What follows belongs to an exercise in optimizing a design on an open flow for small area; a production flow would make more cautious choices. Only simulation tests tie the RTL to the original design; equivalence was not proved. Power figures rest on the tool's default switching activity, not on a simulated workload. No driver is modelled on the clock port, so clocking that relies on it looks cheaper here than on a real chip.

== xenon ==
## bl0940_block
module bl0940_block (
    input  wire        clk,
    input  wire        rst,
    input  wire        csr_we,
    input  wire [7:0]  csr_idx,
    input  wire [63:0] csr_wdata,
    output reg  [63:0] csr_rdata,
    output wire        busy,
    output wire        rx_flush,
    output wire        tx_valid,
    output reg  [7:0]  tx_data,
    output wire        tx_last,
    input  wire        tx_ready,
    input  wire        tx_fail,
    output wire        rx_active,
    input  wire        rx_valid,
    input  wire [7:0]  rx_data,
    input  wire        rx_timeout
);
    localparam [2:0] E_NONE     = 3'd0;
    localparam [2:0] E_RDLEN    = 3'd1;
    localparam [2:0] E_RDCKSUM  = 3'd2;
    localparam [2:0] E_WRSEND   = 3'd3;
    localparam [2:0] E_WRVERIFY = 3'd4;
    localparam [2:0] OPC_READ  = 3'd1;
    localparam [2:0] OPC_WRITE = 3'd2;
    localparam [2:0] OPC_APPLY = 3'd3;
    localparam [2:0] OPC_GET   = 3'd4;
    localparam [1:0] P_IDLE  = 2'd0;
    localparam [1:0] P_FLUSH = 2'd1;
    localparam [1:0] P_TX    = 2'd2;
    localparam [1:0] P_RX    = 2'd3;
  ...
clock: 10.0 ns
lec_check: 0
cap_margin: 20
core_margin: 2
core_utilization: 40
cts_buf_list: sky130_fd_sc_hd__clkbuf_4
slew_margin: 20
run.sh (not shown) runs the stock make flow with config.mk's settings and CLKGATE_MAP_FILE= SYNTH_SCRIPT=/design/flow/synth_recipe.tcl, a recipe that flattens the netlist after the stock synthesis.
The flow did not stop early for xenon: all stages ran, and the layout cleared the timing, design-rule and antenna checks.
Modified inputs, willow compared to xenon
Settings: a deleted CTS_BUF_LIST that had been sky130_fd_sc_hd__clkbuf_4; a change of CORE_UTILIZATION from 40 to 70.
==> flow/flow/run.sh (new file) <==
#!/bin/bash
# The standard ORFS layout (standard.sh) with three changes:
#  - synthesis maps the logic with an area-oriented abc script (flow/area_synth.tcl);
#  - every port still gets a buffer, but the smallest one (buf_1);
#  - a coarser clock tree of clkbuf_8 without dummy loads.
# make's output goes to orfs_make.log; ORFS's per-step logs are under orfs/logs/.
set -uo pipefail
here=$(pwd)
bash standard.sh \
  "SYNTH_SCRIPT=$here/flow/area_synth.tcl" \
  "AREA_ABC_SCRIPT=$here/flow/area.abc" \
  "BUFFER_PORTS_ARGS=-buffer_cell sky130_fd_sc_hd__buf_1" \
  "CTS_ARGS=-sink_clustering_enable -repair_clock_nets -buf_list sky130_fd_sc_hd__clkbuf_8 -sink_clustering_size 20 -sink_clustering_max_diameter 60 -dont_use_dummy_load" \
  finish > orfs_make.log 2>&1
==> flow/flow/area.abc (new file) <==
strash
ifraig
scorr
dc2
strash
&get -n
&deepsyn -T 20
&nf -a
&put
topo
dnsize -c
==> flow/flow/area_synth.tcl (new file) <==
# The standard flow's synthesis script (synth_recipe.tcl) with one change: the abc call that maps the
# logic uses an area-oriented script (flow/area.abc) instead of ORFS's speed script.
proc synth {args} { yosys synth -nofsm -noshare {*}$args }
proc abc {args} {
  set i [lsearch -exact $args -script]
  if { $i >= 0 } { lset args [expr {$i + 1}] $::env(AREA_ABC_SCRIPT) }
  set j [lsearch -exact $args -D]
  if { $j >= 0 } { set args [lreplace $args $j [expr {$j + 1}]] }
  yosys abc {*}$args
}
source $::env(SCRIPTS_DIR)/synth.tcl
# left out here: clear keep_hierarchy, flatten, clean up, hide names made inside functions, write 1_2_yosys.v
==> flow/standard.sh (new file) <==
#!/bin/bash
# synth_recipe.tcl (not shown) runs the flow's synth.tcl, then flattens the netlist and writes it again
# the make line also repeats each setting of config.mk as NAME=value (left out here)
make -C /OpenROAD-flow-scripts/flow DESIGN_CONFIG=/design/flow/config.mk WORK_HOME=/design/flow/orfs CLKGATE_MAP_FILE= SYNTH_SCRIPT=/design/flow/synth_recipe.tcl "${@:-finish}"
removed: flow/run.sh
--- outcome ---
- In willow relative to xenon, total power divided by cell area had gone down by a few percent.
- Cmp willow vs xenon: worst slack on hold paths higher in willow
- Compared with xenon, willow shows a number of multi-input combinational cells that is about 17% lower.
- Net count reported at finish: higher on xenon
- Summary of willow over xenon: static leakage fell by about 17%; post-route minimum period lower; placer's final routability congestion estimate has increased.
- willow has final-layout clock buffer total below what xenon had.
- Compared with xenon, willow has extra setup slack.
- Compared to xenon, willow leaves less free space in the core.
Edits applied to the flow inputs when going from willow to nickel:
==> flow/flow/run.sh <==
#!/bin/bash
# Standard ORFS layout with smaller port buffers and a coarser clock tree.
set -uo pipefail
bash standard.sh \
  "BUFFER_PORTS_ARGS=-buffer_cell sky130_fd_sc_hd__buf_1" \
  "CTS_ARGS=-sink_clustering_enable -repair_clock_nets -buf_list sky130_fd_sc_hd__clkbuf_16 -sink_clustering_size 30 -sink_clustering_max_diameter 80 -dont_use_dummy_load" \
  finish > orfs_make.log 2>&1
removed: flow/flow/area.abc
removed: flow/flow/area_synth.tcl
[summary]
Re final core utilization: willow was higher than nickel. Comparing nickel and willow, sequential share of layout area is higher on willow. Going from willow to nickel, setup slack fell by 88 ps, number of inserted filler cells in the final layout rose by 132, static leakage rose by 2.6%. nickel ended up with met1 as its busiest layer in global routing; willow ended up with met2. Compared to willow, nickel has part of the total power dissipated in the clock network 2.8 points higher. willow has a higher power per standard cell area than nickel.
Relative to nickel, the following input files were edited for amber:
-- flow/flow/run.sh --
<<< nickel, line 6
  "CTS_ARGS=-sink_clustering_enable -repair_clock_nets -buf_list sky130_fd_sc_hd__clkbuf_16 -sink_clustering_size 30 -sink_clustering_max_diameter 80 -dont_use_dummy_load" \
>>> amber, line 6
  "CTS_ARGS=-sink_clustering_enable -repair_clock_nets -buf_list sky130_fd_sc_hd__clkbuf_8 -sink_clustering_size 20 -sink_clustering_max_diameter 60 -dont_use_dummy_load" \
### Flow results
Area share of buffers outside the clock network of amber is on par with nickel. amber ended up with a lower layout overhead on the synthesized area than nickel did. amber vs nickel: maximum frequency down slightly. Total wirelength of the detailed-routed design, amber vs nickel: down slightly. Wire length on met3 of amber exceeds that of nickel by a few percent.
[inputs] ember vs amber
Settings: CAP_MARGIN changed from 20 to 0; SLEW_MARGIN changed from 20 to 0.
-- flow/flow/run.sh --
<<< amber, line 2
# Standard ORFS layout with smaller port buffers and a coarser clock tree.
>>> ember, line 2
# The standard ORFS layout (standard.sh) with three changes:
#  - synthesis maps the logic with an area-oriented abc script (flow/area_synth.tcl);
#  - every port still gets a buffer, but the smallest one (buf_1);
#  - a coarser clock tree of clkbuf_8 without dummy loads.
# make's output goes to orfs_make.log; ORFS's per-step logs are under orfs/logs/.
<<< amber, line 4
>>> ember, line 8
here=$(pwd)
<<< amber, line 5
>>> ember, line 10
  "SYNTH_SCRIPT=$here/flow/area_synth.tcl" \
  "AREA_ABC_SCRIPT=$here/flow/area.abc" \
==> flow/flow/area.abc (new file) <==
strash
ifraig
scorr
dc2
strash
&get -n
&deepsyn -T 20
&nf -a
&put
topo
dnsize -c
==> flow/flow/area_synth.tcl (new file) <==
# The standard flow's synthesis script (synth_recipe.tcl) with one change: the abc call that maps the
# logic uses an area-oriented script (flow/area.abc) instead of ORFS's speed script.
proc synth {args} { yosys synth -nofsm -noshare {*}$args }
proc abc {args} {
  set i [lsearch -exact $args -script]
  if { $i >= 0 } { lset args [expr {$i + 1}] $::env(AREA_ABC_SCRIPT) }
  set j [lsearch -exact $args -D]
  if { $j >= 0 } { set args [lreplace $args $j [expr {$j + 1}]] }
  yosys abc {*}$args
}
source $::env(SCRIPTS_DIR)/synth.tcl
# left out here: clear keep_hierarchy, flatten, clean up, hide names made inside functions, write 1_2_yosys.v
## What came out
- Against amber as the reference, ember delivers a lower met3 wire length.
- ember gives less HPWL reported at the end of detailed placement than amber did.
- Taking amber as the reference point, the share of post-route cells with drive strength above 1 of ember falls by 0.64 points.
- ember ended up with a lower worst hold margin than amber did.
- ember against amber; area of the core is down by a few percent.
- The final reports for ember and amber show shortest period the worst path allows higher in the former.
The following lists how onyx was set up differently from ember:
Settings: CTS_CLUSTER_SIZE newly set to 30; CAP_MARGIN changed from 0 to 20; CTS_BUF_LIST newly set to sky130_fd_sc_hd__clkbuf_8; SLEW_MARGIN changed from 0 to 20.
==> flow/run.sh (new file) <==
#!/bin/bash
# synth_recipe.tcl (not shown) runs the flow's synth.tcl, then flattens the netlist and writes it again
# the make line also repeats each setting of config.mk as NAME=value (left out here)
make -C /OpenROAD-flow-scripts/flow DESIGN_CONFIG=/design/flow/config.mk WORK_HOME=/design/flow/orfs CLKGATE_MAP_FILE= SYNTH_SCRIPT=/design/flow/synth_recipe.tcl finish
removed: flow/flow/run.sh
removed: flow/flow/area.abc
removed: flow/flow/area_synth.tcl
removed: flow/standard.sh
## What came out
- Cell with the biggest individual delay on the critical path = nor2_4: onyx; cell with the biggest individual delay on the critical path = nor3_1: ember
- A capturing instance or port of the critical path of csr_rdata[10] is what onyx shows, while csr_rdata[21] belongs to ember.
- Compared with ember, in onyx sequential cell area fraction in the yosys report went down 3.1 points; post-synthesis instance area went up 3.9%.
- Compared to ember, onyx was floorplanned on a bigger die.
- After synthesis and placement, the instance count of onyx is above that of ember.
- Final area deteriorates in onyx relative to ember.
- Compared with ember, onyx shows maximum frequency that has gone down by a few percent.
- Compared with ember, onyx shows a global-route usage that is 1.8 points higher.


## v6
bl0940_block, a different RTL version from the one above (not shown whole).
Size in the first run: ~600 flip-flops, ~22,000 um^2 of cells after synthesis.
clock: 10.0 ns
lec_check: 0
cap_margin: 20
core_margin: 2
core_utilization: 70
slew_margin: 20
standard.sh (not shown) runs the stock make flow with config.mk's settings and CLKGATE_MAP_FILE= SYNTH_SCRIPT=/design/flow/synth_recipe.tcl, a recipe that flattens the netlist after the stock synthesis.
==> flow/flow/run.sh <==
#!/bin/bash
# The standard ORFS layout (standard.sh) with three changes:
#  - synthesis maps the logic with an area-oriented abc script (flow/area_synth.tcl);
#  - every port still gets a buffer, but the smallest one (buf_1);
#  - a coarser clock tree of clkbuf_8 without dummy loads.
# make's output goes to orfs_make.log; ORFS's per-step logs are under orfs/logs/.
set -uo pipefail
here=$(pwd)
bash standard.sh \
  "SYNTH_SCRIPT=$here/flow/area_synth.tcl" \
  "AREA_ABC_SCRIPT=$here/flow/area.abc" \
  "BUFFER_PORTS_ARGS=-buffer_cell sky130_fd_sc_hd__buf_1" \
  "CTS_ARGS=-sink_clustering_enable -repair_clock_nets -buf_list sky130_fd_sc_hd__clkbuf_8 -sink_clustering_size 16 -sink_clustering_max_diameter 60 -dont_use_dummy_load" \
  finish > orfs_make.log 2>&1
==> flow/flow/area.abc <==
strash
ifraig
scorr
dc2
strash
&get -n
&deepsyn -T 20
&nf -a -R 500
&put
topo
dnsize -c
==> flow/flow/area_synth.tcl <==
# The standard flow's synthesis script (synth_recipe.tcl) with one change: the abc call that maps the
# logic uses an area-oriented script (flow/area.abc) instead of ORFS's speed script.
proc synth {args} { yosys synth -nofsm -noshare {*}$args }
proc abc {args} {
  set i [lsearch -exact $args -script]
  if { $i >= 0 } { lset args [expr {$i + 1}] $::env(AREA_ABC_SCRIPT) }
  set j [lsearch -exact $args -D]
  if { $j >= 0 } { set args [lreplace $args $j [expr {$j + 1}]] }
  yosys abc {*}$args
}
source $::env(SCRIPTS_DIR)/synth.tcl
# left out here: clear keep_hierarchy, flatten, clean up, hide names made inside functions, write 1_2_yosys.v
In summary, v6 completed successfully, with a layout that passed the timing, design-rule and antenna checks.
The inputs of v43 differ from those of v6 as listed below.
-- flow/flow/run.sh --
<<< v6, line 9
>>> v43, line 9
# the platform's don't-use cells, plus the larger plain buffers, so that the resizer's
# buffering uses buf_1 and buf_2
dont_use=$(make -s -C "$FLOW_HOME" DESIGN_CONFIG="$here/config.mk" WORK_HOME="$here/orfs" print-DONT_USE_CELLS 2>print_vars.log | sed -n 's/^DONT_USE_CELLS: //p')
dont_use="$dont_use sky130_fd_sc_hd__buf_4 sky130_fd_sc_hd__buf_6 sky130_fd_sc_hd__buf_8 sky130_fd_sc_hd__buf_12 sky130_fd_sc_hd__buf_16"
<<< v6, line 13
  "CTS_ARGS=-sink_clustering_enable -repair_clock_nets -buf_list sky130_fd_sc_hd__clkbuf_8 -sink_clustering_size 16 -sink_clustering_max_diameter 60 -dont_use_dummy_load" \
>>> v43, line 17
  "CTS_ARGS=-sink_clustering_enable -repair_clock_nets -buf_list sky130_fd_sc_hd__clkbuf_8 -sink_clustering_size 18 -sink_clustering_max_diameter 70 -dont_use_dummy_load" \
  "DONT_USE_CELLS=$dont_use" \
-- flow/config.mk --
<<< v6, line 10
export CORE_UTILIZATION = 70
>>> v43, line 10
export CORE_UTILIZATION = 75
[summary]
- FAIL v43 @ 1_2_yosys: tool exited with error
- v6: full flow OK, the timing, design-rule and antenna checks passed
> inputs changed (v43 -> v20)
-- flow/flow/run.sh --
<<< v43, line 9
# the platform's don't-use cells, plus the larger plain buffers, so that the resizer's
# buffering uses buf_1 and buf_2
dont_use=$(make -s -C "$FLOW_HOME" DESIGN_CONFIG="$here/config.mk" WORK_HOME="$here/orfs" print-DONT_USE_CELLS 2>print_vars.log | sed -n 's/^DONT_USE_CELLS: //p')
dont_use="$dont_use sky130_fd_sc_hd__buf_4 sky130_fd_sc_hd__buf_6 sky130_fd_sc_hd__buf_8 sky130_fd_sc_hd__buf_12 sky130_fd_sc_hd__buf_16"
>>> v20, line 9
<<< v43, line 18
  "DONT_USE_CELLS=$dont_use" \
>>> v20, line 14
### Flow results
v20 was carried through to the last stage, and its layout satisfied the timing, design-rule and antenna checks.
Changes in v57 relative to v20:
-- flow/flow/run.sh --
<<< v20, line 9
>>> v57, line 9
# the platform's don't-use cells, plus the larger plain buffers, so that the resizer's
# buffering uses buf_1 and buf_2
dont_use=$(make -s -C "$FLOW_HOME" DESIGN_CONFIG="$here/config.mk" WORK_HOME="$here/orfs" print-DONT_USE_CELLS 2>print_vars.log | sed -n 's/^DONT_USE_CELLS: //p')
dont_use="$dont_use sky130_fd_sc_hd__buf_4 sky130_fd_sc_hd__buf_6 sky130_fd_sc_hd__buf_8 sky130_fd_sc_hd__buf_12 sky130_fd_sc_hd__buf_16"
<<< v20, line 14
>>> v57, line 18
  "DONT_USE_CELLS=$dont_use" \
  "MIN_BUF_CELL_AND_PORTS=sky130_fd_sc_hd__buf_2 A X" \
--- outcome ---
The worst setup slack in v57 sits 0.23 ns below the value recorded for v20.
Delta(met3 usage, v57 - v20) > 0
v20 and v57 ended up with nearly the same portion of the layout cell area used by non-clock buffers.
In the tables for v20 and v57, max-slew headroom at the worst pin reads higher with v20.
Summary of v57 over v20: async set or reset register ratio after synthesis neither gained nor lost much; total power picked up an extra 0.31%.
v57 gives more switching power summed over all nets than v20 did.


Starting RTL as in the previous note.
clock: 10.0 ns
lec_check: 0
cap_margin: 10
core_margin: 2
core_utilization: 78
slew_margin: 10
==> flow/flow/run.sh <==
#!/bin/bash
# The standard ORFS layout (standard.sh) with three changes:
#  - synthesis maps the logic with an area-oriented abc script (flow/area_synth.tcl);
#  - every port still gets a buffer, but the smallest one (buf_1);
#  - a coarser clock tree of clkbuf_8 without dummy loads.
# make's output goes to orfs_make.log; ORFS's per-step logs are under orfs/logs/.
set -uo pipefail
here=$(pwd)
bash standard.sh \
  "SYNTH_SCRIPT=$here/flow/area_synth.tcl" \
  "AREA_ABC_SCRIPT=$here/flow/area.abc" \
  "BUFFER_PORTS_ARGS=-buffer_cell sky130_fd_sc_hd__buf_1" \
  "CTS_ARGS=-sink_clustering_enable -repair_clock_nets -buf_list sky130_fd_sc_hd__clkbuf_8 -sink_clustering_size 18 -sink_clustering_max_diameter 70 -dont_use_dummy_load" \
  finish > orfs_make.log 2>&1
Scripts as last shown in full above: flow/flow/area.abc, flow/flow/area_synth.tcl
The baseline completed without violations.
Change:
CAP_MARGIN = 20   (was 10)
SLEW_MARGIN = 20   (was 10)
Effect:
- The changed run completed without violations
- die area is unchanged
- worst setup slack is worse by 32 ps
- first-iteration DRC count is lower by 4.2%
- register-to-register slack is worse by 30 ps

separate check: timing with driven ports:
The flow's constraints put no driver on any port. The routed layouts listed below were extracted and timed again, unchanged, in two steps. Step 1 (the two cells are an assumption about what drives the block):
set clk [get_ports {clk}]
set_driving_cell -lib_cell sky130_fd_sc_hd__clkbuf_16 $clk
set_driving_cell -lib_cell sky130_fd_sc_hd__buf_2 [delete_from_list [all_inputs] $clk]
Step 2, shift: input delay + t, output delay - t, t = (earliest + latest rising clock arrival at the registers) / 2. This alone moves slack from input paths to output paths. Slacks: ideal ports / drivers / drivers and shift; pairs: ideal ports / drivers.
run | shift t [ns] | slack for setup (ns) | worst register clock-pin slew, ns | worst data-port slew with drivers (ns)
xenon | 1.006 | 1.905 / 1.876 / 1.876 | 0.07 / 0.07 | 0.13
willow | 0.612 | 2.761 / 2.731 / 2.731 | 0.12 / 0.12 | 0.04
nickel | 0.613 | 2.673 / 2.647 / 2.647 | 0.12 / 0.12 | 0.08
amber | 0.618 | 2.629 / 2.604 / 2.604 | 0.12 / 0.12 | 0.09
ember | 0.605 | 2.399 / 2.369 / 2.369 | 0.12 / 0.12 | 0.04
onyx | 0.699 | 1.908 / 1.882 / 1.882 | 0.07 / 0.07 | 0.06
v6 | 0.619 | 2.488 / 2.463 / 2.463 | 0.11 / 0.11 | 0.07
v20 | 0.617 | 2.421 / 2.392 / 2.392 | 0.11 / 0.11 | 0.10
v57 | 0.618 | 2.188 / 2.165 / 2.165 | 0.12 / 0.12 | 0.08
the first run of note 3 | 0.609 | 2.401 / 2.381 / 2.381 | 0.12 / 0.12 | 0.07
the second run of note 3 | 0.607 | 2.370 / 2.349 / 2.349 | 0.12 / 0.12 | 0.08
After both steps setup and hold are still met in every run listed.
